This design comes from an exercise in tuning for small area on the open sky130 flow, not from production work.
At most, simulation tests tie the RTL to the original design; equivalence was not proved.
For runs 1, 2 and 4, only the layout was checked, not whether the RTL still works.
Power is estimated from default activity; no workload was simulated.

==> flow/design.v <==
module alu_adder (
    input             clk,
    input             rst,
    input             req_valid,
    output            req_ready,
    input      [7:0]  ctrl,
    input      [31:0] src,
    input      [31:0] dest,
    input             flag_we,
    input      [5:0]  flag_wdata,
    output reg        resp_valid,
    output     [31:0] result,
    output     [5:0]  flags,
    output reg        faulted,
    output     [2:0]  fault_cause
);
    localparam K_X = 3'd0, K_R = 3'd1, K_H = 3'd2, K_M = 3'd3;
    localparam K_D = 3'd4, K_G = 3'd5, K_I = 3'd6, K_S = 3'd7;
    reg cf, pf, af, zf, sf, of;
    assign flags = {of, sf, zf, af, pf, cf};
    reg fc_hi, fc_lo;
    assign fault_cause = {fc_hi, ~fc_hi, fc_lo};
    reg [2:0]  ph;
    reg [4:0]  cnt;
    reg        t;           
    reg [31:0] A;
    reg [31:0] Q;
    assign result = A;
    wire [4:0] op = ctrl[4:0];
    wire [1:0] wc = ctrl[6:5];
    wire illegal_op = ctrl[7] | (op > 5'd16);
    wire illegal_w  = (wc == 2'b11);
    wire bad = illegal_op | illegal_w;
    wire op_addsub = (op[4:2] == 3'b000);           
    wire op_sub    = op[1];
    wire op_carry  = op[0];
    wire op_mul    = (op == 5'd4) | (op == 5'd5);
    wire op_div    = (op == 5'd6) | (op == 5'd7);
    wire op_mod    = (op == 5'd8) | (op == 5'd9);
    wire op_dm     = op_div | op_mod;
    wire op_signed = op[0] & (op_mul | op_dm);      
    wire op_logic  = (op == 5'd10) | (op == 5'd11) | (op == 5'd12);
    wire op_shl    = (op == 5'd13) | (op == 5'd16);
    wire op_shr    = (op == 5'd14);
    wire op_sar    = (op == 5'd15);
    wire op_shrx   = op_shr | op_sar;
    wire w8  = (wc == 2'b00);
    wire w16 = (wc == 2'b01);
    wire g1 = wc[1] | wc[0];
    wire g2 = wc[1];
    wire [31:0] mask = {{16{g2}}, {8{g1}}, 8'hFF};
    function msb_w(input [31:0] x, input [1:0] c);
        msb_w = c[1] ? x[31] : c[0] ? x[15] : x[7];
    endfunction
    wire sn = msb_w(src, wc);
    wire dn = msb_w(dest, wc);
    wire pn = sn ^ dn;                            
    wire [4:0] c = src[4:0];
    wire c_zero = (c == 5'd0);
    wire c_big  = w8 ? (c[4] | c[3]) : w16 ? c[4] : 1'b0;    
    wire [4:0] c_at = {(g2 | op_shl) ? c[4] : 1'b1, (w8 & ~op_shl) ? 1'b1 : c[3], c[2:0]};
    wire at_c = (cnt == c_at);
    wire last = (cnt == 5'd0);
    reg [2:0] kind;
    always @(*) begin
        kind = K_X;
        if (op_addsub)
            kind = (ph == 3'd0) ? K_X : K_R;
        else if (op_logic)
            kind = (ph == 3'd2) ? K_G : K_X;
        else if (op_mul)
            case (ph)
                3'd0, 3'd1, 3'd3: kind = K_X;
                3'd2: kind = K_M;
                default: kind = K_H;
            endcase
        else if (op_dm)
            case (ph)
                3'd0, 3'd1, 3'd2, 3'd5: kind = K_X;
                3'd3: kind = K_D;
                3'd4: kind = op_mod ? K_R : K_H;
                default: kind = K_H;
            endcase
        else if (op_shl)
            kind = (ph == 3'd0) ? K_X : K_I;
        else
            kind = (ph == 3'd2) ? K_S : K_X;
    end
    reg ins, x32on, mk;
    reg ys, yd, inv, cin;
    reg qbit;
    wire [32:0] x = {A[31] & x32on, A[30:0], ins};
    wire [31:0] ysm = {{16{ys & g2}}, {8{ys & g1}}, {8{ys}}};
    wire [31:0] ydm = {{16{yd & g2}}, {8{yd & g1}}, {8{yd}}};
    wire [31:0] ivm = {{16{inv & g2}}, {8{inv & g1}}, {8{inv}}};
    wire [31:0] y = ((ysm & src) | (ydm & dest)) ^ ivm;
    wire [33:0] cy;
    wire [33:0] S;
    assign cy[0] = cin;
    genvar i;
    generate
        for (i = 0; i < 32; i = i + 1) begin : g_fa
            assign S[i] = x[i] ^ y[i] ^ cy[i];
            assign cy[i+1] = (x[i] & y[i]) | (x[i] & cy[i]) | (y[i] & cy[i]);
        end
    endgenerate
    assign S[32] = x[32] ^ cy[32];
    assign cy[33] = x[32] & cy[32];
    assign S[33] = cy[33];
    wire s_w   = wc[1] ? S[32] : wc[0] ? S[16] : S[8];       
    wire s_w1  = wc[1] ? S[33] : wc[0] ? S[17] : S[9];       
    wire s_msb = msb_w(S[31:0], wc);                         
    wire q_top = msb_w(Q, wc);                               
    wire q_chk = wc[1] ? Q[30] : wc[0] ? Q[14] : Q[6];       
    wire n_zf = ((S[31:0] & mask) == 32'd0);
    wire n_pf = ~^S[7:0];
    wire n_sf = s_msb;
    wire kill8  = mk & w8;
    wire kill16 = mk & w16;
    reg ready_c;         
    reg fault_c;         
    reg wflags;          
    reg n_cf, n_of;
    reg t_n;
    reg fc_lo_set;       
    wire sub_step = ~t;                           
    wire neg = op_signed & (op_mod ? dn : pn);    
    always @(*) begin
        ins = 1'b0; x32on = 1'b1; mk = 1'b1;
        ys = 1'b0; yd = 1'b0; inv = 1'b0; cin = 1'b0;
        qbit = Q[31];
        ready_c = 1'b0; fault_c = 1'b0; wflags = 1'b0;
        n_cf = 1'b0; n_of = 1'b0;
        t_n = t;
        fc_lo_set = 1'b0;
        case (kind)
            K_X: begin
                mk = 1'b0;
                qbit = A[31];
                if ((op_mul & (ph == 3'd1)) | (op_dm & (ph == 3'd2))) t_n = 1'b0;
                if (last) begin
                    if (ph == 3'd0) begin
                        if (op_addsub | op_shrx) begin
                            yd = 1'b1;
                        end else if (op_mul) begin
                            ys = 1'b1; inv = op_signed & sn; cin = op_signed & sn;
                        end else if (op_dm | op_logic) begin
                            ys = 1'b1;
                            t_n = n_zf;
                        end
                    end else if (ph == 3'd1) begin
                        if (op_dm) begin
                            yd = 1'b1; inv = op_signed & dn; cin = op_signed & dn;
                        end else if (op_logic) begin
                            yd = 1'b1;
                        end else if (op_shrx) begin
                            inv = op_sar & dn;             
                            if (c_big) begin
                                ready_c = 1'b1; wflags = 1'b1;
                                n_cf = S[0];
                                n_of = op_shr & dn;
                            end
                        end
                    end
                end
                if (op_dm & (ph == 3'd1) & t) begin
                    ready_c = 1'b1; fault_c = 1'b1;    
                end
            end
            K_R: begin
                ins = A[31]; x32on = 1'b0; mk = last;
                if (last) begin
                    ys = op_addsub | t;
                    if (op_addsub) begin
                        inv = op_sub;
                        cin = op_sub ^ (op_carry & cf);
                        ready_c = 1'b1; wflags = 1'b1;
                        n_cf = s_w ^ op_sub;
                        n_of = (dn ~^ (sn ^ op_sub)) & (s_msb ^ dn);
                    end else begin
                        inv = t & op_signed & sn; cin = t & op_signed & sn;
                        t_n = op_signed & ~pn & q_chk;
                        fc_lo_set = 1'b1;
                    end
                end
            end
            K_H: begin
                ins = Q[31] ^ neg;
                if (last) begin
                    cin = neg;
                    ready_c = 1'b1;
                    if (op_mul) begin
                        wflags = 1'b1;
                        n_cf = t | (op_signed & ~((n_sf == pn) | n_zf));
                        n_of = n_cf;
                    end else if (op_div) begin
                        fault_c = op_signed & ~pn & n_sf;
                        fc_lo_set = 1'b1;
                    end else begin
                        fault_c = t;
                    end
                end
            end
            K_M: begin
                yd = Q[31];
                inv = Q[31] & op_signed & dn; cin = Q[31] & op_signed & dn;
                t_n = t | s_w | s_w1;
            end
            K_D: begin
                ins = Q[31];
                ys = 1'b1;
                inv = sub_step ^ (op_signed & sn); cin = sub_step ^ (op_signed & sn);
                t_n = s_w ^ sub_step;
                qbit = ~(s_w ^ sub_step);
            end
            K_G: begin
                mk = 1'b0;
                ins = (op == 5'd10) ? (A[31] & Q[31]) :
                      (op == 5'd11) ? (A[31] | Q[31]) : (A[31] ^ Q[31]);
                if (last) begin
                    ready_c = 1'b1; wflags = 1'b1;
                end
            end
            K_I: begin
                yd = at_c;
                if (last) begin
                    ready_c = 1'b1; wflags = ~c_zero;
                    n_cf = s_w;
                    n_of = s_w ^ s_msb;
                end
            end
            default: begin   
                ins = q_top;
                if (at_c) begin
                    ready_c = 1'b1; wflags = ~c_zero;
                    n_cf = q_chk;                  
                    n_of = op_shr & dn;
                end
            end
        endcase
        if (bad) begin
            ready_c = 1'b1; fault_c = 1'b1;
        end
    end
    wire active = req_valid & ~faulted;
    assign req_ready = ~faulted & ready_c;
    wire accept = active & ready_c;
    wire [31:0] a_keep = {14'h3FFF, ~kill16, ~kill16, 6'h3F, ~kill8, ~kill8, 8'hFF};
    always @(posedge clk) begin
        A <= S[31:0] & a_keep;
        Q <= {Q[30:0], qbit};
        t <= t_n;
        if (~active) begin
        end else if (bad) begin
            fc_hi <= 1'b1;
            fc_lo <= ~illegal_op;
        end else if (ph == 3'd0) begin
            fc_hi <= 1'b0;
            fc_lo <= 1'b0;
        end else if (fc_lo_set) begin
            fc_lo <= 1'b1;
        end
    end
    always @(posedge clk) begin
        if (rst) begin
            ph <= 3'd0;
            cnt <= 5'd31;
            resp_valid <= 1'b0;
            faulted <= 1'b0;
            {of, sf, zf, af, pf, cf} <= 6'd0;
        end else begin
            resp_valid <= accept & ~fault_c;
            if (~active | accept) begin
                ph <= 3'd0;
                cnt <= 5'd31;
            end else begin
                cnt <= cnt - 5'd1;
                if (last) ph <= ph + 3'd1;
            end
            if (accept & fault_c) faulted <= 1'b1;
            if (accept & ~fault_c & wflags) begin
                cf <= n_cf;
                pf <= n_pf;
                zf <= n_zf;
                sf <= n_sf;
                of <= n_of;
            end
            if (flag_we) {of, sf, zf, af, pf, cf} <= flag_wdata;
        end
    end
endmodule
==> flow/flow/run.sh <==
#!/bin/bash
# The standard layout (standard.sh), with three changes:
# - every port gets the smallest buffer cell (sky130_fd_sc_hd__buf_1);
# - the clock tree uses clkbuf_8/clkbuf_4 buffers and no dummy loads;
# - ABC maps the logic for area only (flow/area.abc instead of the
#   standard abc_area.script); the rest of the synthesis is the standard flow's own.
# Each tool's output goes to standard.log and to ORFS's logs under orfs/.
set -euo pipefail
W=$PWD
export BUFFER_PORTS_ARGS="-buffer_cell sky130_fd_sc_hd__buf_1"
export CTS_ARGS="-sink_clustering_enable -repair_clock_nets -dont_use_dummy_load -buf_list sky130_fd_sc_hd__clkbuf_4 -root_buf sky130_fd_sc_hd__clkbuf_8"
cat > "$W/flow_synth.tcl" <<EOF
proc abc {args} {
  set i [lsearch -exact \$args -script]
  if { \$i >= 0 } { lset args [expr { \$i + 1 }] $W/flow/area.abc }
  yosys abc {*}\$args
}
source $W/synth_recipe.tcl
EOF
sed "s#SYNTH_SCRIPT=[^ ]*#SYNTH_SCRIPT=$W/flow_synth.tcl#" standard.sh > standard_area.sh
bash standard_area.sh > standard.log 2>&1
==> flow/flow/area.abc <==
strash
dch
map -a
topo
stime -c
dnsize -c
==> flow/standard.sh <==
#!/bin/bash
# synth_recipe.tcl (not shown) runs the flow's synth.tcl, then flattens the netlist and writes it again
# the make line also repeats each setting of config.mk as NAME=value (left out here)
make -C /OpenROAD-flow-scripts/flow DESIGN_CONFIG=/design/flow/config.mk WORK_HOME=/design/flow/orfs CLKGATE_MAP_FILE= SYNTH_SCRIPT=/design/flow/synth_recipe.tcl "${@:-finish}"
==> flow/config.mk <==
export PLATFORM = sky130hd
export DESIGN_NAME = alu_adder
export DESIGN_NICKNAME = alu_adder
export VERILOG_FILES = /design/flow/design.v
export SDC_FILE = /design/flow/constraint.sdc
export NUM_CORES = 4
export LEC_CHECK = 0
export ABC_AREA = 1
export CAP_MARGIN = 20
export CORE_MARGIN = 2
export CORE_UTILIZATION = 40
export GPL_TIMING_DRIVEN = 0
export SLEW_MARGIN = 20
==> flow/constraint.sdc <==
create_clock -name core_clock -period 20.0 [get_ports {clk}]
set_input_delay 4.0000 -clock core_clock [delete_from_list [all_inputs] [get_ports {clk}]]
set_output_delay 4.0000 -clock core_clock [all_outputs]
set_load 0.01 [all_outputs]
==> load_flow_metrics.sql, run 1 <==
INSERT INTO impl_metrics (metric_group, metric, value, unit) VALUES
('cells_and_area', 'layout-drive-gt1-share', '13.61', '%'),
('cells_and_area', 'layout_common_cells', 'buf_1 (123), nand2_1 (82), dfxtp_1 (80), clkinv_1 (79), nand3_1 (58)', ''),
('route', 'wl_per_cell', '16.97', 'um'),
('grt', 'grt_use_total', '24.36', '%'),
('floorplanning', 'io-pin-count', '126', ''),
('route', 'wl_met1', '6976', 'um'),
('worst_setup_path', 'cp_top_family', 'adder cells', ''),
('worst_setup_path', 'buffers_inverters_on_critical_path', '8', ''),
('sta', 'finalHoldWorstSlack', '323.7', 'ps'),
('route', 'drt_iter0_drc', '202', ''),
('logic_synthesis', 'synth_cells', '606', ''),
('cts', 'tritoncts', 'done', ''),
('hold_path', 'timing.hold.worst.class', 'flop to flop', ''),
('route', 'drt_drc_violations_left', '0', ''),
('floorplanning', 'initial_cell_density_of_the_core', '41.02', '%'),
('sta', 'max_freq', '51.84', 'MHz'),
('run_status', 'result_of_the_run', 'no timing/DRC/antenna violations', ''),
('cells_and_area', 'finalCoreUtilization', '51.15', '%'),
('logic_synthesis', 'synth_edf_count', '3', ''),
('route', 'uppermost_signal_routing_layer_after_detailed_routing', 'met4', ''),
('grt', 'grt_pass1_wl', '24720', 'um'),
('route', 'drt-pass1-iter-count', '4', ''),
('logic_synthesis', 'postSynthAreaPerCell', '8.131', 'um2'),
('worst_setup_path', 'worst_setup_path_end_kind', 'flop', ''),
('cts', 'clk_root_buffer_cell', 'clkbuf_8', ''),
('floorplanning', 'floorplan.die.width', '115.0', 'um'),
('logic_synthesis', 'summed_instance_area_of_the_synthesized_netlist', '4927', 'um2'),
('cells_and_area', 'area_growth', '24.68', '%'),
('floorplanning', 'dieArea', '13220', 'um2'),
('logic_synthesis', 'synth_top_area_share', '32.50', '%'),
('sta', 'period_minus_slack', '19290', 'ps'),
('floorplanning', 'die_h', '115.0', 'um'),
('grt', 'grt_remaining_overflow', '0', ''),
('pwr', 'cellLeakagePower', '2.509', 'nW'),
('placement', 'hpwlAfterDp', '11790', 'um'),
('route', 'detail_route.vias_per_cell', '5.288', ''),
('route', 'routed-wl-met2', '7260', 'um'),
('sta', 'maxSlewHeadroom', '45.17', '%'),
('floorplanning', 'number_of_core_rows', '40', ''),
('worst_setup_path', 'setup.worst_path.class', 'input pin to flop', ''),
('route', 'num_vias', '4817', ''),
('cells_and_area', 'design.final.nets', '894', ''),
('logic_synthesis', 'seq_area_frac_synth', '34.33', '%'),
('cells_and_area', 'layout.cells.most_common', 'buf_1', ''),
('flow_run', 'maxCapViolations', '0', ''),
('cts', 'cts_max_level', '3', ''),
('worst_setup_path', 'worstSetupStartpointType', 'input pin', ''),
('cts', 'tritoncts.num_buffers', '9', ''),
('logic_synthesis', 'ys_dominant_reg_cell', 'dfxtp_1', ''),
('sta', 'fin_skew', '19.89', 'ps'),
('route', 'drt.antenna.violating_nets', '0', ''),
('logic_synthesis', 'yosys_register_bits', '83', ''),
('sta', 'maxSlewViolCount', '0', ''),
('pwr', 'irDropWorstVdd', '0.04876', 'mV'),
('route', 'postRouteWirelength', '15460', 'um'),
('worst_setup_path', 'crit_required', '20230', 'ps'),
('pwr', 'power_density', '100.1', 'nW/um2'),
('logic_synthesis', 'synth.yosys.warnings', '1', ''),
('sta', 'fin_setup_tns', '0', 'ps'),
('grt', 'grt_pass1_vias', '4785', ''),
('worst_setup_path', 'peak_per_stage_delay_on_the_critical_path', '540', 'ps'),
('logic_synthesis', 'netlist-cell-type-count', '31', ''),
('logic_synthesis', 'dominant_cells_by_area_after_synthesis', 'dfxtp_1 (33%), fa_1 (13%), clkinv_1 (6.7%)', ''),
('floorplanning', 'core-area', '12010', 'um2'),
('worst_setup_path', 'worstPathMaxFanout', '6', ''),
('placement', 'numPortBuffers', '125', ''),
('grt', 'maximum_number_of_pins_on_one_net_before_global_route_repair', '40', ''),
('worst_setup_path', 'cpMostUsedCell', 'fa_2', ''),
('cells_and_area', 'antennaDiodeCount', '0', ''),
('sta', 'final_worst_path_cycle_share', '96.45', '%'),
('logic_synthesis', 'ys_async_sr_fraction', '0', '%');
-- power breakdown --
part,leakage [nW],internal (mW),total (mW),switching [mW]
Sequential,0.699,0.238,0.282,0.0440
Combinational,1.75,0.0962,0.240,0.144
Clock,0.0647,0.0403,0.0930,0.0527
Total,2.51,0.374,0.615,0.241
-- final timing paths --
path	startpoint	end	cells after the start	slack, ps
setup / recovery	ctrl[4]	of$_SDFFE_PP0P_	63	710
hold / removal	Q[27]$_DFF_P_	Q[28]$_DFF_P_	0	320
setup reg to reg	ph[1]$_SDFFE_PP0N_	of$_SDFFE_PP0P_	59	3680
hold reg to reg	Q[27]$_DFF_P_	Q[28]$_DFF_P_	0	320
-- layer usage --
layer  vias to the layer above  global-route usage, %
met2                       179                  40.24
met5                         -                      0
met1                      2264                  32.55
li1                       2342                      -
met4                         0                  8.594
met3                        32                  3.795
-- layout make-up --
cell class / count / area [um2]
clock buffers: 9 / 123.9
multi-input cells: 429 / 3093
fillers: 1210 / 5868
inverters: 88 / 340.3
plain buffers: 8 / 60.06
flip-flops and latches: 83 / 1692
well taps: 147 / 183.9
repair buffers: 147 / 650.6
-- cell usage after synthesis, drive strengths merged (2+ instances only) --
library cell,count
o2111ai,3
ha,14
a211oi,9
fa,32
clkinv,88
nand4,6
o211ai,8
a31oi,5
edfxtp,3
xnor2,9
a21oi,35
buf,8
nor2,65
a31o,2
nand3,60
nor4,8
o22ai,5
xor2,34
nor3,14
dfxtp,80
o21ai,16
nand2,84
a22oi,10
-- worst register-to-register path: cells and delay by family (launching register included) --
family	cells	cell delay (ps)
AO/OA/AOI/OAI	11	2020
adder cells (fa/ha/maj)	33	11440
buffers and inverters	6	830
flip-flops	1	330
AND/OR/NAND/NOR	8	1470
XOR/XNOR	1	110
-- registers in the layout (all words and copies together), names as in the netlist --
signal / count
resp_valid: 1
fc_hi: 1
Q: 32
fc_lo: 1
A: 32
faulted: 1
zf: 1
ph: 3
cnt: 5
pf: 1
af: 1
cf: 1
t: 1
of: 1
sf: 1
-- per-stage QoR --
| stage | instances | setup slack, ps | instance area [um2] | total power, mW |
|---|---|---|---|---|
| 2_1_floorplan | 606 | 113.2 | 4927 | 0.4111 |
| 4_1_cts | 905 | 24.77 | 6015 | 0.6104 |
| 5_1_grt | 911 | -2.670 | 6143 | 0.6652 |
| 6_report | 911 | 710.4 | 6143 | 0.6149 |
| 3_3_place_gp | 878 | -3389 | 5580 | 0.5026 |
| 3_5_place_dp | 880 | -3087 | 5618 | 0.5053 |
-- kinds of logic (layout without fill, tap and decap cells) --
logic type	count (synthesis)	after routing	share of synthesized area, %
AOI/OAI and AO/OA	100	100	12.77
buffers and inverters	96	252	7.923
DFF	83	83	34.33
xor gates and xnor gates	43	43	7.644
adders and majority gates	46	46	16.56
and+or+nand+nor	238	240	20.77
-- timing repair --
item / 4_1_cts / 5_1_grt
endpoints found under the hold margin: 0 / 0
cloned: 2 / 0
endpoints found under the setup margin: 10 / 9
pin swaps: 11 / 7
hold buffers: 0 / 0
buffers inserted: 14 / 6
gates resized for setup: 41 / 30
==> run 2: changes to the inputs <==
==> flow/flow/area.abc (replaced) <==
strash
dch
map -B 0.9
topo
stime -c
buffer -c
dnsize -c
--- a/flow/config.mk
+++ b/flow/config.mk
@@ -11,3 +11,2 @@
 export CORE_UTILIZATION = 40
-export GPL_TIMING_DRIVEN = 0
 export SLEW_MARGIN = 20
==> run 2 against run 1 <==
Against the previous run: register-to-register slack better by 360 ps; combinational power is 3% lower; first-iteration DRC count is 68% higher; largest cell class unchanged; flip-flop and latch count stayed put; clock skew is 9.3 ps higher; global-route usage is 1.5 points lower; setup slack better by 120 ps; still clean.
==> load_flow_metrics.sql, run 2 <==
INSERT INTO impl_metrics (metric_group, metric, value, unit) VALUES
('run_status', 'result_of_the_run', 'no timing/DRC/antenna violations', ''),
('logic_synthesis', 'mappedNetlistNets', '869', ''),
('placement', 'numPlacedInstances', '1034', ''),
('worst_setup_path', 'timing.critical_path.slowest_stage_cell', 'fa_1', ''),
('route', 'drt-pass1-iter-count', '5', ''),
('cells_and_area', 'finalNonFillerCells', '1044', ''),
('placement', 'post-place-ws', '242.5', 'ps'),
('sta', 'report.final.hold_viol_count', '0', ''),
('floorplanning', 'dieArea', '14100', 'um2'),
('logic_synthesis', 'ys_async_sr_fraction', '0', '%'),
('cells_and_area', 'design.final.nets', '1002', ''),
('sta', 'grt_setup_unrepaired', 'no', ''),
('floorplanning', 'floorplan.die.width', '118.8', 'um'),
('sta', 'max_freq', '52.16', 'MHz'),
('worst_setup_path', 'worstSetupStartpointType', 'input pin', ''),
('cells_and_area', 'area_growth', '15.96', '%'),
('pwr', 'clock_power_share', '15.3', '%'),
('cts', 'cts.reportedPaths.clkPinSlew', '80', 'ps'),
('cts', 'cts-root-to-sink-buffers', '2', ''),
('cells_and_area', 'layout_common_cells', 'nand2_1 (241), buf_1 (124), inv_1 (91), nand3_1 (84), dfxtp_1 (80)', ''),
('pwr', 'irDropWorstVdd', '0.06316', 'mV'),
('worst_setup_path', 'worstPathMaxFanout', '10', ''),
('worst_setup_path', 'cpMostUsedCell', 'fa_1', ''),
('flow_run', 'maxCapViolations', '0', ''),
('cts', 'clk_root_buffer_cell', 'clkbuf_8', ''),
('cts', 'cts_num_sinks', '83', ''),
('cells_and_area', 'design_area', '6108', 'um2'),
('placement', 'numPortBuffers', '125', ''),
('floorplanning', 'io-pin-count', '126', ''),
('pwr', 'power_frac_seq', '46.2', '%'),
('cells_and_area', 'layout.cells.most_common', 'nand2_1', ''),
('grt', 'grt_use_total', '22.88', '%'),
('route', 'drt.antenna.violating_nets', '0', ''),
('route', 'num_vias', '5192', ''),
('sta', 'final_worst_path_cycle_share', '95.87', '%'),
('cts', 'clk_latency', '350', 'ps'),
('logic_synthesis', 'most_instantiated_cells_after_synthesis', 'nand2_1 (242), inv_1 (91), nand3_1 (84)', ''),
('sta', 'finalHoldWorstSlack', '318.1', 'ps'),
('cts', 'cts_max_level', '3', ''),
('route', 'drt_iter0_drc', '340', ''),
('cells_and_area', 'layout-drive-gt1-share', '4.472', '%'),
('worst_setup_path', 'worst_setup_path_end_kind', 'flop', ''),
('worst_setup_path', 'crit_required', '20230', 'ps'),
('sta', 'fin_setup_tns', '0', 'ps'),
('cts', 'cts_hold_buf', '0', ''),
('logic_synthesis', 'synth_most_common_cell', 'nand2_1', ''),
('grt', 'grt_pass1_wl', '25510', 'um'),
('pwr', 'power_density', '98.73', 'nW/um2'),
('logic_synthesis', 'synth_cells', '741', ''),
('sta', 'timing_worst_slew_pin_value', '956.9', 'ps'),
('pwr', 'power.net_switching', '237.3', 'uW'),
('sta', 'fin_skew', '29.18', 'ps'),
('route', 'wl_per_cell', '14.90', 'um'),
('cts', 'tritoncts.num_buffers', '9', ''),
('grt', 'maximum_number_of_pins_on_one_net_before_global_route_repair', '31', ''),
('logic_synthesis', 'dominant_cells_by_area_after_synthesis', 'dfxtp_1 (30%), nand2_1 (17%), fa_1 (12%)', ''),
('grt', 'grt_antenna_before_repair', '0', ''),
('worst_setup_path', 'worstPathArrival', '19400', 'ps'),
('worst_setup_path', 'peak_per_stage_delay_on_the_critical_path', '550', 'ps'),
('cells_and_area', 'seqCellArea', '1692', 'um2'),
('logic_synthesis', 'netlist-cell-type-count', '36', ''),
('cells_and_area', 'registers_with_the_most_flip_flops', 'A (32), Q (32), cnt (5)', ''),
('logic_synthesis', 'seq_area_frac_synth', '32.11', '%'),
('logic_synthesis', 'summed_instance_area_of_the_synthesized_netlist', '5268', 'um2'),
('placement', 'dpl-instance-area', '5959', 'um2'),
('worst_setup_path', 'setup.worst_path.class', 'input pin to flop', ''),
('pwr', 'finalPower', '603.1', 'uW'),
('pwr', 'cellLeakagePower', '3.009', 'nW'),
('logic_synthesis', 'synth.yosys.warnings', '1', ''),
('logic_synthesis', 'yosys_register_bits', '83', ''),
('pwr', 'switching_share', '39.34', '%'),
('grt', 'grt_pass1_vias', '5012', ''),
('sta', 'setup_viol_count_final', '0', ''),
('placement', 'place.gp.congestion', '1.006', ''),
('cells_and_area', 'multi_input_comb_area', '3134', 'um2'),
('floorplanning', 'core-area', '12720', 'um2'),
('sta', 'maxSlewHeadroom', '35.71', '%'),
('sta', 'period_minus_slack', '19170', 'ps'),
('grt', 'grt_remaining_overflow', '0', ''),
('cells_and_area', 'finalCoreUtilization', '48.01', '%'),
('floorplanning', 'die_h', '118.8', 'um'),
('logic_synthesis', 'synth_edf_count', '3', ''),
('logic_synthesis', 'postSynthAreaPerCell', '7.109', 'um2'),
('logic_synthesis', 'synth_area_leader_cell', 'dfxtp_1', ''),
('pwr', 'comb_power_share', '38.5', '%'),
('sta', 'postLayoutSetupSlackWorst', '826.4', 'ps'),
('cells_and_area', 'antennaDiodeCount', '0', ''),
('placement', 'hpwlAfterDp', '12610', 'um'),
('pwr', 'power_report.internal_total', '365.8', 'uW'),
('logic_synthesis', 'ys_dominant_reg_cell', 'dfxtp_1', ''),
('floorplanning', 'initial_cell_density_of_the_core', '41.40', '%'),
('sta', 'maxSlewViolCount', '0', ''),
('logic_synthesis', 'synth_top_area_share', '30.40', '%'),
('hold_path', 'timing.hold.worst.class', 'flop to flop', ''),
('route', 'detail_route.vias_per_cell', '4.973', ''),
('floorplanning', 'number_of_core_rows', '41', ''),
('cells_and_area', 'fillerInstances', '1382', ''),
('cts', 'tritoncts', 'done', ''),
('route', 'drt_drc_violations_left', '0', ''),
('route', 'postRouteWirelength', '15560', 'um');
run 2: cell types whose count changed in the layout (fill, tap and decap cells not counted), sizes merged, moves of 8 or more:
cell    before  now
clkinv      84    0
buf        154  141
a21oi       35   20
inv          3   92
a22oi       10    2
nand2       85  242
nand3       61   84
xor2        34   16
run 2: layout make-up:
type,instances,share of cell area [%]
Inverter,92,5.653
Tap cell,172,3.523
Sequential cell,83,27.69
Multi-Input combinational cell,546,51.31
Clock buffer,9,2.028
Timing Repair Buffer,142,9.791
run 2: cells by family (layout without fill, tap and decap cells):
group                      Yosys count  in the layout  synth area share [%]
and+or+nand+nor                    415            415                 32.80
buffers and inverters              112            243                 8.693
DFF                                 83             83                 32.11
AOI/OAI and AO/OA                   64             64                 7.411
adders and majority gates           46             46                 15.49
xor gates and xnor gates            21             21                 3.492
run 2: metal layers:
metal	track usage, %	share of wire [%]
met5	0	0
met2	34.88	44
met1	33.06	47
met4	6.176	1.7
met3	4.344	7.6
run 2: final timing paths:
kind,start,endpoint,slack (ps),depth (start not counted)
setup / recovery,ctrl[1],cf$_SDFFE_PP0P_,830,61
setup reg to reg,ph[1]$_SDFFE_PP0N_,cf$_SDFFE_PP0P_,4040,61
hold reg to reg,Q[4]$_DFF_P_,Q[5]$_DFF_P_,320,0
hold / removal,Q[4]$_DFF_P_,Q[5]$_DFF_P_,320,0
run 2: critical path: cells and delay by family:
kind	cells	cell delay, ps
adders and majority gates	32	11710
xor gates and xnor gates	1	220
buffers and inverters	8	1020
AOI/OAI and AO/OA	3	690
and+or+nand+nor	17	1740
run 2: what timing repair did:
action / in CTS / in global routing
setup buffers: 0 / 1
resized for setup: 0 / 8
endpoints found under the setup margin: 0 / 7
run 2: power by group through the flow:
| stage | logic [mW] | clock network [mW] | registers [mW] |
|---|---|---|---|
| after detailed placement | 0.232 | 0 | 0.282 |
| after global placement | 0.234 | 0 | 0.283 |
| after floorplan | 0.130 | 0 | 0.287 |
| after global routing | 0.262 | 0.102 | 0.287 |
| final | 0.232 | 0.0924 | 0.278 |
| after CTS | 0.234 | 0.0963 | 0.280 |
==> run 3: changes to the inputs <==
--- a/flow/design.v
+++ b/flow/design.v
@@ -28,7 +28,9 @@
     assign result = A;
-    wire [4:0] op = ctrl[4:0];
-    wire [1:0] wc = ctrl[6:5];
+    reg  [6:0] ctrl_r;
+    wire [4:0] op = ctrl_r[4:0];
+    wire [1:0] wc = ctrl_r[6:5];
+    wire first = (ph == 3'd0) & (cnt == 5'd31);
     wire illegal_op = ctrl[7] | (op > 5'd16);
     wire illegal_w  = (wc == 2'b11);
-    wire bad = illegal_op | illegal_w;
+    wire bad = (illegal_op | illegal_w) & ~first;
     wire op_addsub = (op[4:2] == 3'b000);           
@@ -250,2 +252,3 @@
         A <= S[31:0] & a_keep;
+        ctrl_r <= ctrl[6:0];
         Q <= {Q[30:0], qbit};
==> flow/flow/area.abc (replaced) <==
strash
dch
map -a
topo
stime -c
dnsize -c
==> run 3 against run 2 <==
Against the previous run: power grew 3.3%; setup slack gained 17 ps; utilization shrank 0.81 points; clock skew shrank 2.6 ps; register-to-register slack lost 1800 ps; non-clock buffer count shrank 10; routed wire length shrank 4.2%; via count shrank 6.6%; clock-buffer cell count is the same; combinational power shrank 2%.
==> load_flow_metrics.sql, run 3 <==
INSERT INTO impl_metrics (metric_group, metric, value, unit) VALUES
('worst_setup_path', 'worstPathMaxFanout', '10', ''),
('hold_path', 'timing.hold.worst.class', 'flop to flop', ''),
('hold_path', 'worst_min_path_start', 'Q[1]$_DFF_P_', ''),
('sta', 'report.final.hold_viol_count', '0', ''),
('grt', 'grt-busiest-layer', 'met2', ''),
('pwr', 'power_frac_seq', '47.8', '%'),
('hold_path', 'min_to', 'Q[2]$_DFF_P_', ''),
('sta', 'fin_skew', '26.62', 'ps'),
('run_status', 'result_of_the_run', 'no timing/DRC/antenna violations', ''),
('pwr', 'irDropWorstVdd', '0.06356', 'mV'),
('logic_synthesis', 'synth_edf_count', '3', ''),
('cts', 'clk_root_buffer_cell', 'clkbuf_8', ''),
('logic_synthesis', 'synth_area_leader_cell', 'dfxtp_1', ''),
('cts', 'clk_latency', '370', 'ps'),
('logic_synthesis', 'synth_most_common_cell', 'clkinv_1', ''),
('worst_setup_path', 'r2r.worst_path.cells', '57', ''),
('logic_synthesis', 'mappedNetlistNets', '744', ''),
('logic_synthesis', 'netlist-cell-type-count', '35', ''),
('grt', 'maximum_number_of_pins_on_one_net_before_global_route_repair', '39', ''),
('worst_setup_path', 'cpMostUsedCell', 'fa_1', ''),
('route', 'wl_per_cell', '16.20', 'um'),
('floorplanning', 'floorplan.die.width', '116.8', 'um'),
('cells_and_area', 'area_growth', '16.05', '%'),
('logic_synthesis', 'seq_area_frac_synth', '35.98', '%'),
('worst_setup_path', 'buffers_inverters_on_critical_path', '4', ''),
('logic_synthesis', 'synth.yosys.warnings', '1', ''),
('route', 'postRouteWirelength', '14900', 'um'),
('sta', 'setup_viol_count_final', '0', ''),
('placement', 'place.gp.congestion', '0.9068', ''),
('worst_setup_path', 'crit_required', '20230', 'ps'),
('placement', 'post-place-ws', '39.72', 'ps'),
('worst_setup_path', 'crit_reg_reg_endpoint', 'of$_SDFFE_PP0P_', ''),
('placement', 'numPlacedInstances', '911', ''),
('pwr', 'cellLeakagePower', '2.437', 'nW'),
('cells_and_area', 'finalNonFillerCells', '920', ''),
('cts', 'post-cts-setup-buffer-count', '0', ''),
('grt', 'grt_use_total', '22.38', '%'),
('floorplanning', 'dieArea', '13650', 'um2'),
('sta', 'grt_setup_unrepaired', 'no', ''),
('worst_setup_path', 'peak_per_stage_delay_on_the_critical_path', '540', 'ps'),
('floorplanning', 'number_of_core_rows', '41', ''),
('cells_and_area', 'layout-drive-gt1-share', '2.807', '%'),
('sta', 'period_minus_slack', '19160', 'ps'),
('grt', 'grt_remaining_overflow', '0', ''),
('logic_synthesis', 'postSynthAreaPerCell', '8.278', 'um2'),
('grt', 'grt_pass1_wl', '22960', 'um'),
('sta', 'maxSlewHeadroom', '43.52', '%'),
('logic_synthesis', 'dominant_cells_by_area_after_synthesis', 'dfxtp_1 (34%), fa_1 (13%), clkinv_1 (6.6%)', ''),
('pwr', 'clock_power_share', '15.9', '%'),
('logic_synthesis', 'yosys_register_bits', '90', ''),
('worst_setup_path', 'worstSetupStartpointType', 'input pin', ''),
('cts', 'cts_max_level', '3', ''),
('sta', 'fin_setup_tns', '0', 'ps'),
('cts', 'cts-root-to-sink-buffers', '2', ''),
('sta', 'timing_worst_slew_pin_value', '825.9', 'ps'),
('route', 'drt_drc_violations_left', '0', ''),
('pwr', 'finalPower', '623.2', 'uW'),
('placement', 'dpl-instance-area', '5771', 'um2'),
('cells_and_area', 'design_area', '5908', 'um2'),
('worst_setup_path', 'setup.reg_to_reg.worst_slack', '2280', 'ps'),
('logic_synthesis', 'ys_async_sr_fraction', '0', '%'),
('cells_and_area', 'antennaDiodeCount', '0', ''),
('cells_and_area', 'finalCoreUtilization', '47.20', '%'),
('logic_synthesis', 'summed_instance_area_of_the_synthesized_netlist', '5091', 'um2'),
('worst_setup_path', 'r2r_start', 'ctrl_r[1]$_DFF_P_', ''),
('sta', 'postLayoutSetupSlackWorst', '843.9', 'ps'),
('logic_synthesis', 'ys_dominant_reg_cell', 'dfxtp_1', ''),
('route', 'drt_iter0_drc', '374', ''),
('floorplanning', 'die_h', '116.8', 'um'),
('sta', 'final_worst_path_cycle_share', '95.78', '%'),
('pwr', 'power_report.internal_total', '383.0', 'uW'),
('cts', 'tritoncts', 'done', ''),
('sta', 'maxSlewViolCount', '0', ''),
('pwr', 'switching_share', '38.54', '%'),
('grt', 'grt_antenna_before_repair', '0', ''),
('placement', 'numPortBuffers', '125', ''),
('route', 'drt.antenna.violating_nets', '0', ''),
('cells_and_area', 'layout_common_cells', 'buf_1 (125), clkinv_1 (90), dfxtp_1 (87), nand2_1 (79), nor2_1 (71)', ''),
('logic_synthesis', 'most_instantiated_cells_after_synthesis', 'clkinv_1 (90), dfxtp_1 (87), nand2_1 (79)', ''),
('grt', 'grt.met1_usage', '30.39', '%'),
('cells_and_area', 'layout.cells.most_common', 'buf_1', ''),
('route', 'drt-pass1-iter-count', '5', ''),
('pwr', 'power.net_switching', '240.2', 'uW'),
('flow_run', 'maxCapViolations', '0', ''),
('sta', 'finalHoldWorstSlack', '330.0', 'ps'),
('worst_setup_path', 'timing.critical_path.slowest_stage_cell', 'fa_1', ''),
('floorplanning', 'core-area', '12520', 'um2'),
('worst_setup_path', 'cp_top_family', 'adder cells', ''),
('route', 'detail_route.vias_per_cell', '5.268', ''),
('route', 'num_vias', '4847', ''),
('grt', 'met3_usage', '4.119', '%'),
('cts', 'tritoncts.num_buffers', '9', ''),
('logic_synthesis', 'synth_top_area_share', '34.21', '%'),
('cts', 'cts.reportedPaths.clkPinSlew', '90', 'ps'),
('logic_synthesis', 'synth_cells', '615', ''),
('hold_path', 'worstHoldPathCells', '0', ''),
('cells_and_area', 'registers_with_the_most_flip_flops', 'A (32), Q (32), ctrl_r (7)', ''),
('cells_and_area', 'design.final.nets', '879', ''),
('placement', 'hpwlAfterDp', '11970', 'um'),
('floorplanning', 'initial_cell_density_of_the_core', '40.67', '%'),
('floorplanning', 'io-pin-count', '126', ''),
('grt', 'met2_usage', '36.26', '%'),
('worst_setup_path', 'setup.worst_path.class', 'input pin to flop', ''),
('sta', 'max_freq', '52.20', 'MHz'),
('cts', 'cts_num_sinks', '90', ''),
('pwr', 'power_density', '105.5', 'nW/um2'),
('worst_setup_path', 'worst_setup_path_end_kind', 'flop', ''),
('pwr', 'comb_power_share', '36.3', '%'),
('grt', 'grt_pass1_vias', '4508', ''),
('worst_setup_path', 'worstPathArrival', '19380', 'ps');
run 3: changes by cell type in the layout (fill, tap and decap cells not counted), moves of 8 or more:
cell and change:
a22oi_1 +8, nand2_1 -162, clkinv_1 +90, xor2_1 +18, inv_1 -91, nand3_1 -23, nor2_1 +18, buf_4 -10
run 3: power by group through the flow:
stage,Clock [mW],Sequential (mW),Combinational [mW]
after floorplan,0,0.307,0.131
after global placement,0,0.302,0.225
after detailed placement,0,0.303,0.225
after CTS,0.104,0.299,0.227
after global routing,0.108,0.307,0.259
final,0.0988,0.298,0.227
run 3: repair_timing:
item / in CTS / in global routing
gates resized for setup: 0 / 4
setup endpoints to repair: 0 / 5
hold buffers: 0 / 0
run 3: worst max path at each step:
stage | start | end | slack, ps | cells past startpoint
floorplan | dest[15] | of$_SDFFE_PP0P_ | 1020 | 53
global placement | dest[15] | of$_SDFFE_PP0P_ | 250 | 54
detailed placement | dest[15] | of$_SDFFE_PP0P_ | 40 | 54
CTS | dest[15] | of$_SDFFE_PP0P_ | 400 | 54
global route | dest[15] | cf$_SDFFE_PP0P_ | 80 | 55
finish | dest[15] | of$_SDFFE_PP0P_ | 840 | 54
run 3: per-layer routing:
metal	share of wire, %	up-vias
met5	0	-
met3	5.5	36
met2	45	175
met1	47	2305
li1	-	2331
met4	2.4	0
run 3: worst reg2reg max path, delay by kind of cell (launching register included):
| family | cells | cell delay [ps] |
|---|---|---|
| compound gates | 8 | 1350 |
| xor+xnor | 1 | 180 |
| flops | 1 | 620 |
| simple gates | 11 | 2610 |
| fa+ha+maj | 32 | 11830 |
| buf+inv | 5 | 1000 |
run 3: kinds of logic (layout without fill, tap and decap cells):
kind of cell | Yosys count | in the layout | share of synthesized area [%]
flip-flops | 90 | 90 | 35.98
XOR/XNOR | 41 | 41 | 7.053
adder cells (fa/ha/maj) | 47 | 47 | 16.27
AO/OA/AOI/OAI | 99 | 99 | 12.56
AND/OR/NAND/NOR | 240 | 240 | 20.32
buffers and inverters | 98 | 231 | 7.815
run 3: layout make-up:
cell class | instances | area (um2)
Clock buffer | 9 | 123.9
Fill cell | 1278 | 6609
Inverter | 90 | 337.8
Multi-Input combinational cell | 427 | 2878
Sequential cell | 90 | 1832
Tap cell | 172 | 215.2
Timing Repair Buffer | 132 | 521.8
==> run 4: changes to the inputs <==
--- a/flow/design.v
+++ b/flow/design.v
@@ -28,3 +28,4 @@
     assign result = A;
-    reg  [6:0] ctrl_r;
+    reg  [7:0] ctrl_r;
+    reg        sn, dn;
     wire [4:0] op = ctrl_r[4:0];
@@ -32,3 +33,3 @@
     wire first = (ph == 3'd0) & (cnt == 5'd31);
-    wire illegal_op = ctrl[7] | (op > 5'd16);
+    wire illegal_op = ctrl_r[7] | (op > 5'd16);
     wire illegal_w  = (wc == 2'b11);
@@ -56,4 +57,2 @@
     endfunction
-    wire sn = msb_w(src, wc);
-    wire dn = msb_w(dest, wc);
     wire pn = sn ^ dn;                            
@@ -252,3 +251,5 @@
         A <= S[31:0] & a_keep;
-        ctrl_r <= ctrl[6:0];
+        ctrl_r <= ctrl;
+        sn <= msb_w(src, ctrl[6:5]);
+        dn <= msb_w(dest, ctrl[6:5]);
         Q <= {Q[30:0], qbit};
==> run 4 against run 3 <==
Against the previous run: global-route usage fell by 0.52 points; largest power group unchanged; critical endpoint unchanged; flip-flop and latch count increased by 3; utilization up 0.23 points; power is 1.9% lower; clock skew fell by 6.5 ps; non-clock buffer count fell by 2; register-to-register slack worse by 420 ps; setup slack improved by 180 ps; synthesized cell count is 0.16% lower; clock-buffer cell count unchanged; sequential power about the same; routed wire length is 2.3% lower.
==> load_flow_metrics.sql, run 4 <==
INSERT INTO impl_metrics (metric_group, metric, value, unit) VALUES
('run_status', 'result_of_the_run', 'no timing/DRC/antenna violations', ''),
('logic_synthesis', 'netlist-cell-type-count', '36', ''),
('sta', 'report.final.hold_viol_count', '0', ''),
('grt', 'grt_pass1_wl', '24120', 'um'),
('flow_run', 'maxCapViolations', '0', ''),
('sta', 'maxSlewHeadroom', '35.67', '%'),
('worst_setup_path', 'timing.critical_path.slowest_stage_cell', 'fa_1', ''),
('route', 'wl_per_cell', '15.88', 'um'),
('hold_path', 'timing.hold.worst.class', 'flop to flop', ''),
('cells_and_area', 'fillerInstances', '1305', ''),
('grt', 'grt_remaining_overflow', '0', ''),
('placement', 'dpl-instance-area', '5851', 'um2'),
('logic_synthesis', 'synth_edf_count', '3', ''),
('logic_synthesis', 'dominant_cells_by_area_after_synthesis', 'dfxtp_1 (35%), fa_1 (12%), clkinv_1 (6.2%)', ''),
('logic_synthesis', 'most_instantiated_cells_after_synthesis', 'dfxtp_1 (90), clkinv_1 (86), nand2_1 (71)', ''),
('sta', 'final_worst_path_cycle_share', '94.88', '%'),
('cells_and_area', 'multi_input_comb_area', '2922', 'um2'),
('worst_setup_path', 'worstPathMaxFanout', '8', ''),
('worst_setup_path', 'worstPathArrival', '19230', 'ps'),
('logic_synthesis', 'synth_top_area_share', '34.82', '%'),
('worst_setup_path', 'worst_setup_path_end_kind', 'flop', ''),
('cts', 'cts.reportedPaths.clkPinSlew', '80', 'ps'),
('sta', 'grt_setup_unrepaired', 'no', ''),
('cells_and_area', 'seqCellArea', '1892', 'um2'),
('floorplanning', 'dieArea', '13860', 'um2'),
('cells_and_area', 'antennaDiodeCount', '0', ''),
('route', 'drt.antenna.violating_nets', '0', ''),
('cells_and_area', 'design.final.nets', '876', ''),
('sta', 'setup_viol_count_final', '0', ''),
('cts', 'post-cts-setup-buffer-count', '0', ''),
('grt', 'grt_use_total', '21.86', '%'),
('logic_synthesis', 'mappedNetlistNets', '743', ''),
('floorplanning', 'initial_cell_density_of_the_core', '41.00', '%'),
('logic_synthesis', 'ys_async_sr_fraction', '0', '%');
## run 4: worst max path at each step
stage / endpoint / depth (start not counted) / slack [ps] / from
finish: of$_SDFFE_PP0P_ / 54 / 1020 / src[0]
floorplan: of$_SDFFE_PP0P_ / 52 / 330 / src[0]
detailed placement: of$_SDFFE_PP0P_ / 54 / 560 / src[0]
global route: cf$_SDFFE_PP0P_ / 54 / 80 / src[0]
global placement: of$_SDFFE_PP0P_ / 54 / 860 / src[0]
CTS: of$_SDFFE_PP0P_ / 53 / 920 / src[0]
## run 4: kinds of logic after synthesis
kind of cell	synth area share, %
flops	36.57
xor+xnor	7.957
fa+ha+maj	16.01
buf+inv	7.400
compound gates	12.48
simple gates	19.59
## run 4: area by class of cell
class                           instances  area share, %
Clock buffer                            9          2.069
Inverter                               86          5.393
Timing Repair Buffer                  130          8.528
Multi-Input combinational cell        427          48.81
Sequential cell                        93          31.61
Tap cell                              172          3.595
## run 4: power breakdown
group / switching [mW] / total (mW) / internal, mW
sequential: 0.0452 / 0.301 / 0.255
clock: 0.0581 / 0.0984 / 0.0403
combinational: 0.128 / 0.212 / 0.0845
## run 4: layer usage
metal / wire, um / track usage (%)
met1: 6592 / 29.17
met2: 6672 / 34.85
met3: 1069 / 5.766
met4: 230 / 6.476
met5: 0 / 0
## run 4: timing repair
item / 4_1_cts / 5_1_grt
resized for setup: 0 / 3
hold endpoints to repair: 0 / 0
endpoints found under the setup margin: 0 / 4
## run 4: metrics by stage
step | hold WS [ps] | worst slack, ps | cells
2_1_floorplan | 309.6 | 331.5 | 614
3_3_place_gp | 310.6 | 864.5 | 908
3_5_place_dp | 312.1 | 562.4 | 908
4_1_cts | 329.1 | 919.1 | 917
5_1_grt | 329.6 | 75.24 | 917
6_report | 322.3 | 1025 | 917
## run 4: worst register-to-register path: cells and delay by family, from the launching register on
kind / cells / cell delay [ps]
DFF: 1 / 480
AOI/OAI and AO/OA: 8 / 1460
adders and majority gates: 32 / 11780
xor gates and xnor gates: 1 / 190
buffers and inverters: 10 / 1630
and+or+nand+nor: 12 / 2500

## port drivers added, routing unchanged
The results above use ideal ports. As a check the final layouts listed here were re-extracted and re-timed, cells and wires unchanged.
Step 1: set_driving_cell puts a clkbuf_16 on clk and a buf_2 on each other input, an assumption about the parent block.
Step 2 adds t to the input delays and takes it off the output delays; t is the mean of the earliest and latest rising clock arrival at the registers after step 1. Input paths then give back, and output paths get back, about the clock's delay inside the block.
a / b / c = ideal ports / drivers / drivers and shift; a / b = the first two.
run	t (ns)	slack for setup (ns)	cell pins on the clock port's net
run 1	0.388	0.710 / 0.723 / 0.335	1
run 2	0.372	0.826 / 0.839 / 0.467	1
run 3	0.396	0.844 / 0.857 / 0.460	1
run 4	0.406	1.025 / 1.038 / 0.632	1
After both steps every run listed still meets setup and hold. The setup slack of run 4, which loses most, moves by +0.013 ns with the drivers and by -0.393 ns with both steps.
